This is an optimization exercise on Yosys and OpenROAD, whose aim is small area, not a production implementation. The RTL was checked by simulation tests, not by an equivalence proof against the original design. Power figures rest on the tool's default switching activity, not on a simulated workload.

## the previous run
Design pgrf, start of the top module:
module pgrf (
    input  wire        clk,
    input  wire        rst,
    input  wire        req_valid,
    output wire        req_ready,
    input  wire [31:0] req_cmd,
    input  wire [63:0] req_data,
    output wire        rsp_valid,
    input  wire        rsp_ready,
    output wire [1:0]  rsp_status,
    output wire [63:0] rsp_data
);
For scale: ~490 cells after synthesis, about 170 I/O pins.
Settings: LEC_CHECK=0, CAP_MARGIN=0, CORE_MARGIN=2, CORE_UTILIZATION=72, PLACE_DENSITY=0.8, SLEW_MARGIN=0, SYNTH_HIERARCHICAL=1; clock period 12.0 ns.
standard.sh (not shown) runs the stock make flow with config.mk's settings and CLKGATE_MAP_FILE= SYNTH_SCRIPT=/design/flow/synth_recipe.tcl, a recipe that flattens the netlist after the stock synthesis.
==> flow/flow/run.sh <==
#!/bin/bash
# The standard layout (standard.sh) with three changes that only affect
# cell choice, not the design or its constraints:
#  - ABC maps the logic with an area-oriented script (flow/abc_area_map.script)
#    instead of ORFS's speed script; registers are untouched (same synthesis
#    script, same flop mapping, same names);
#  - port buffers use the smallest buffer cell (buf_1);
#  - clock tree: clkbuf_4 only, small sink clusters, no dummy loads.
set -euo pipefail
cd "$(dirname "$0")/.."
HERE=$PWD
rm -rf "$HERE/scripts_local"
cp -r "$FLOW_HOME/scripts" "$HERE/scripts_local"
chmod -R u+w "$HERE/scripts_local"
cp "$HERE/flow/abc_area_map.script" "$HERE/scripts_local/abc_speed.script"
export SCRIPTS_DIR="$HERE/scripts_local"
export BUFFER_PORTS_ARGS="-buffer_cell sky130_fd_sc_hd__buf_1"
export CTS_ARGS="-sink_clustering_enable -repair_clock_nets -dont_use_dummy_load -buf_list sky130_fd_sc_hd__clkbuf_4 -sink_clustering_size 10 -sink_clustering_max_diameter 40"
bash standard.sh > make_finish.log 2>&1
==> flow/flow/abc_area_map.script <==
strash
&get -n
&st
&deepsyn -T 60
&dch -f
&nf -a -R 1000
&put
Both conditions hold for the previous run: the flow ran to the end and the final layout passed the timing, design-rule and antenna checks.
Edits applied to the flow inputs when going from the previous run to the current run:
- PLACE_DENSITY now 0.75, was 0.8
- CORE_UTILIZATION now 65, was 72
-- flow/flow/run.sh --
<<< the previous run, line 16
export SCRIPTS_DIR="$HERE/scripts_local"
export BUFFER_PORTS_ARGS="-buffer_cell sky130_fd_sc_hd__buf_1"
export CTS_ARGS="-sink_clustering_enable -repair_clock_nets -dont_use_dummy_load -buf_list sky130_fd_sc_hd__clkbuf_4 -sink_clustering_size 10 -sink_clustering_max_diameter 40"
bash standard.sh > make_finish.log 2>&1
>>> the current run, line 16
export SCRIPTS_DIR="$HERE/scripts_local"
export BUFFER_PORTS_ARGS="-buffer_cell sky130_fd_sc_hd__buf_1"
export CTS_ARGS="-sink_clustering_enable -repair_clock_nets -dont_use_dummy_load -buf_list {sky130_fd_sc_hd__clkbuf_4 sky130_fd_sc_hd__clkbuf_8} -sink_clustering_size 16 -sink_clustering_max_diameter 30"
bash standard.sh > make_finish.log 2>&1
--- outcome ---
Sort the current run and the previous run by share of final layout cell area taken by non-clock buffers, descending, and the previous run comes first. The die of the current run is larger than the one used in the previous run. The current run: post-route met1 wirelength 5.4% below the previous run.


Starting RTL as in the previous note.
Design pgrf, start of the top module:
module pgrf (
    input  wire        clk,
    input  wire        rst,
    input  wire        req_valid,
    output wire        req_ready,
    input  wire [31:0] req_cmd,
    input  wire [63:0] req_data,
    output wire        rsp_valid,
    input  wire        rsp_ready,
    output wire [1:0]  rsp_status,
    output wire [63:0] rsp_data
);
    localparam [2:0] OP_CLR   = 3'd1;
    localparam [2:0] OP_GET   = 3'd2;
    localparam [2:0] OP_SET   = 3'd3;
    localparam [2:0] OP_GRAV  = 3'd4;
    localparam [2:0] OP_GPASS = 3'd5;
    localparam [2:0] OP_XPOSE = 3'd6;
    localparam [2:0] OP_RDLO  = 3'd7;
    localparam [2:0] OP_RDHI  = 3'd0;    
    localparam [2:0] S_IDLE = 3'd4;
    localparam [2:0] S_WAIT = 3'd0;
    localparam [2:0] S_WORK = 3'd1;
    localparam [2:0] S_FIN  = 3'd3;
    localparam [2:0] S_RESP = 3'd2;
    localparam [1:0] G_PRE  = 2'd0;      
    localparam [1:0] G_RUN  = 2'd1;      
    localparam [1:0] G_SEEK = 2'd2;      
    reg [2:0]  st;
    reg [63:0] lo_r, hi_r;
    reg [5:0]  pos;
    reg        clrp;
    reg [2:0]  op;
    reg [1:0]  stat;
  ...
export LEC_CHECK = 0
export CAP_MARGIN = 0
export CORE_MARGIN = 2
export CORE_UTILIZATION = 65
export PLACE_DENSITY = 0.75
export SLEW_MARGIN = 0
export SYNTH_HIERARCHICAL = 1
create_clock -name core_clock -period 12.0 [get_ports {clk}]
==> flow/flow/run.sh <==
#!/bin/bash
# The standard layout (standard.sh) with three changes that only affect
# cell choice, not the design or its constraints:
#  - ABC maps the logic with an area-oriented script (flow/abc_area_map.script)
#    instead of ORFS's speed script; registers are untouched (same synthesis
#    script, same flop mapping, same names);
#  - port buffers use the smallest buffer cell (buf_1);
#  - clock tree: clkbuf_4 only, small sink clusters, no dummy loads.
set -euo pipefail
cd "$(dirname "$0")/.."
HERE=$PWD
rm -rf "$HERE/scripts_local"
cp -r "$FLOW_HOME/scripts" "$HERE/scripts_local"
chmod -R u+w "$HERE/scripts_local"
cp "$HERE/flow/abc_area_map.script" "$HERE/scripts_local/abc_speed.script"
export SCRIPTS_DIR="$HERE/scripts_local"
export BUFFER_PORTS_ARGS="-buffer_cell sky130_fd_sc_hd__buf_1"
export CTS_ARGS="-sink_clustering_enable -repair_clock_nets -dont_use_dummy_load -buf_list sky130_fd_sc_hd__clkbuf_4 -sink_clustering_size 12 -sink_clustering_max_diameter 30"
bash standard.sh > make_finish.log 2>&1
Scripts as last shown in full above: flow/flow/abc_area_map.script
Change:
==> flow/run.sh (new file) <==
#!/bin/bash
# synth_recipe.tcl (not shown) runs the flow's synth.tcl, then flattens the netlist and writes it again
# the make line also repeats each setting of config.mk as NAME=value (left out here)
make -C /OpenROAD-flow-scripts/flow DESIGN_CONFIG=/design/flow/config.mk WORK_HOME=/design/flow/orfs CLKGATE_MAP_FILE= SYNTH_SCRIPT=/design/flow/synth_recipe.tcl finish
- CTS_BUF_LIST: unset -> sky130_fd_sc_hd__clkbuf_4
- CTS_CLUSTER_DIAMETER: unset -> 40
- CTS_CLUSTER_SIZE: unset -> 10
- SYNTH_HIERARCHICAL: 1 -> unset
removed: flow/flow/run.sh
removed: flow/flow/abc_area_map.script
removed: flow/standard.sh
Die area goes up by 11%.
Register-to-register slack improved by 0.16 ns.
Sequential power goes up by 24%.
Change:
==> flow/flow/run.sh (new file) <==
#!/bin/bash
# The standard layout (standard.sh) with three changes that only affect
# cell choice, not the design or its constraints:
#  - ABC maps the logic with an area-oriented script (flow/abc_area_map.script)
#    instead of ORFS's speed script; registers are untouched (same synthesis
#    script, same flop mapping, same names);
#  - port buffers use the smallest buffer cell (buf_1);
#  - clock tree: clkbuf_4 only, small sink clusters, no dummy loads.
set -euo pipefail
cd "$(dirname "$0")/.."
HERE=$PWD
rm -rf "$HERE/scripts_local"
cp -r "$FLOW_HOME/scripts" "$HERE/scripts_local"
chmod -R u+w "$HERE/scripts_local"
cp "$HERE/flow/abc_area_map.script" "$HERE/scripts_local/abc_speed.script"
export SCRIPTS_DIR="$HERE/scripts_local"
export BUFFER_PORTS_ARGS="-buffer_cell sky130_fd_sc_hd__buf_1"
export CTS_ARGS="-sink_clustering_enable -repair_clock_nets -dont_use_dummy_load -buf_list sky130_fd_sc_hd__clkbuf_4 -sink_clustering_size 10 -sink_clustering_max_diameter 40"
bash standard.sh > make_finish.log 2>&1
==> flow/flow/abc_area_map.script (new file) <==
strash
&get -n
&st
&deepsyn -T 60
&dch -f
&nf -a -R 1000
&put
==> flow/standard.sh (new file) <==
#!/bin/bash
# synth_recipe.tcl (not shown) runs the flow's synth.tcl, then flattens the netlist and writes it again
# the make line also repeats each setting of config.mk as NAME=value (left out here)
make -C /OpenROAD-flow-scripts/flow DESIGN_CONFIG=/design/flow/config.mk WORK_HOME=/design/flow/orfs CLKGATE_MAP_FILE= SYNTH_SCRIPT=/design/flow/synth_recipe.tcl "${@:-finish}"
- CTS_BUF_LIST: sky130_fd_sc_hd__clkbuf_4 -> unset
- CTS_CLUSTER_DIAMETER: 40 -> unset
- CTS_CLUSTER_SIZE: 10 -> unset
- SYNTH_HIERARCHICAL: unset -> 1
removed: flow/run.sh
After rerunning:
- power drops by well over a third
- routed wire length falls by about a fifth
- synthesized cell count drops by about a fifth
- final area drops by about a fifth

==> port drivers added, routing unchanged <==
The results above use ideal ports. As a check the final layouts listed here were re-extracted and re-timed, cells and wires unchanged.
Step 1 (the two cells are an assumption about what drives the block):
set clk [get_ports {clk}]
set_driving_cell -lib_cell sky130_fd_sc_hd__clkbuf_16 $clk
set_driving_cell -lib_cell sky130_fd_sc_hd__buf_2 [delete_from_list [all_inputs] $clk]
Step 2 times the ports against the registers' clock, not the clock port: input delays grow and output delays shrink by t, the midpoint of the rising clock arrivals with the driver on.
Slacks: ideal / step 1 / step 2; pairs: ideal / step 1.
| run | shift t [ns] | setup slack, ns | worst setup path after step 2 | worst register clock-pin slew, ns | worst data-port slew with drivers (ns) |
|---|---|---|---|---|---|
| the previous run | 0.590 | 6.607 / 6.584 / 6.584 | input to output | 0.12 / 0.12 | 0.06 |
| the current run | 0.524 | 6.604 / 6.581 / 6.581 | input to output | 0.09 / 0.09 | 0.05 |
| the first run of note 2 | 0.593 | 6.605 / 6.582 / 6.582 | input to output | 0.11 / 0.11 | 0.05 |
| the second run of note 2 | 0.619 | 5.773 / 5.750 / 5.750 | input to output | 0.11 / 0.11 | 0.07 |
| the third run of note 2 | 0.592 | 6.606 / 6.582 / 6.582 | input to output | 0.10 / 0.10 | 0.05 |
After both steps every run listed still meets setup and hold. The setup slack of the third run of note 2, which loses most, moves by -0.024 ns with the drivers and by -0.024 ns with both steps.
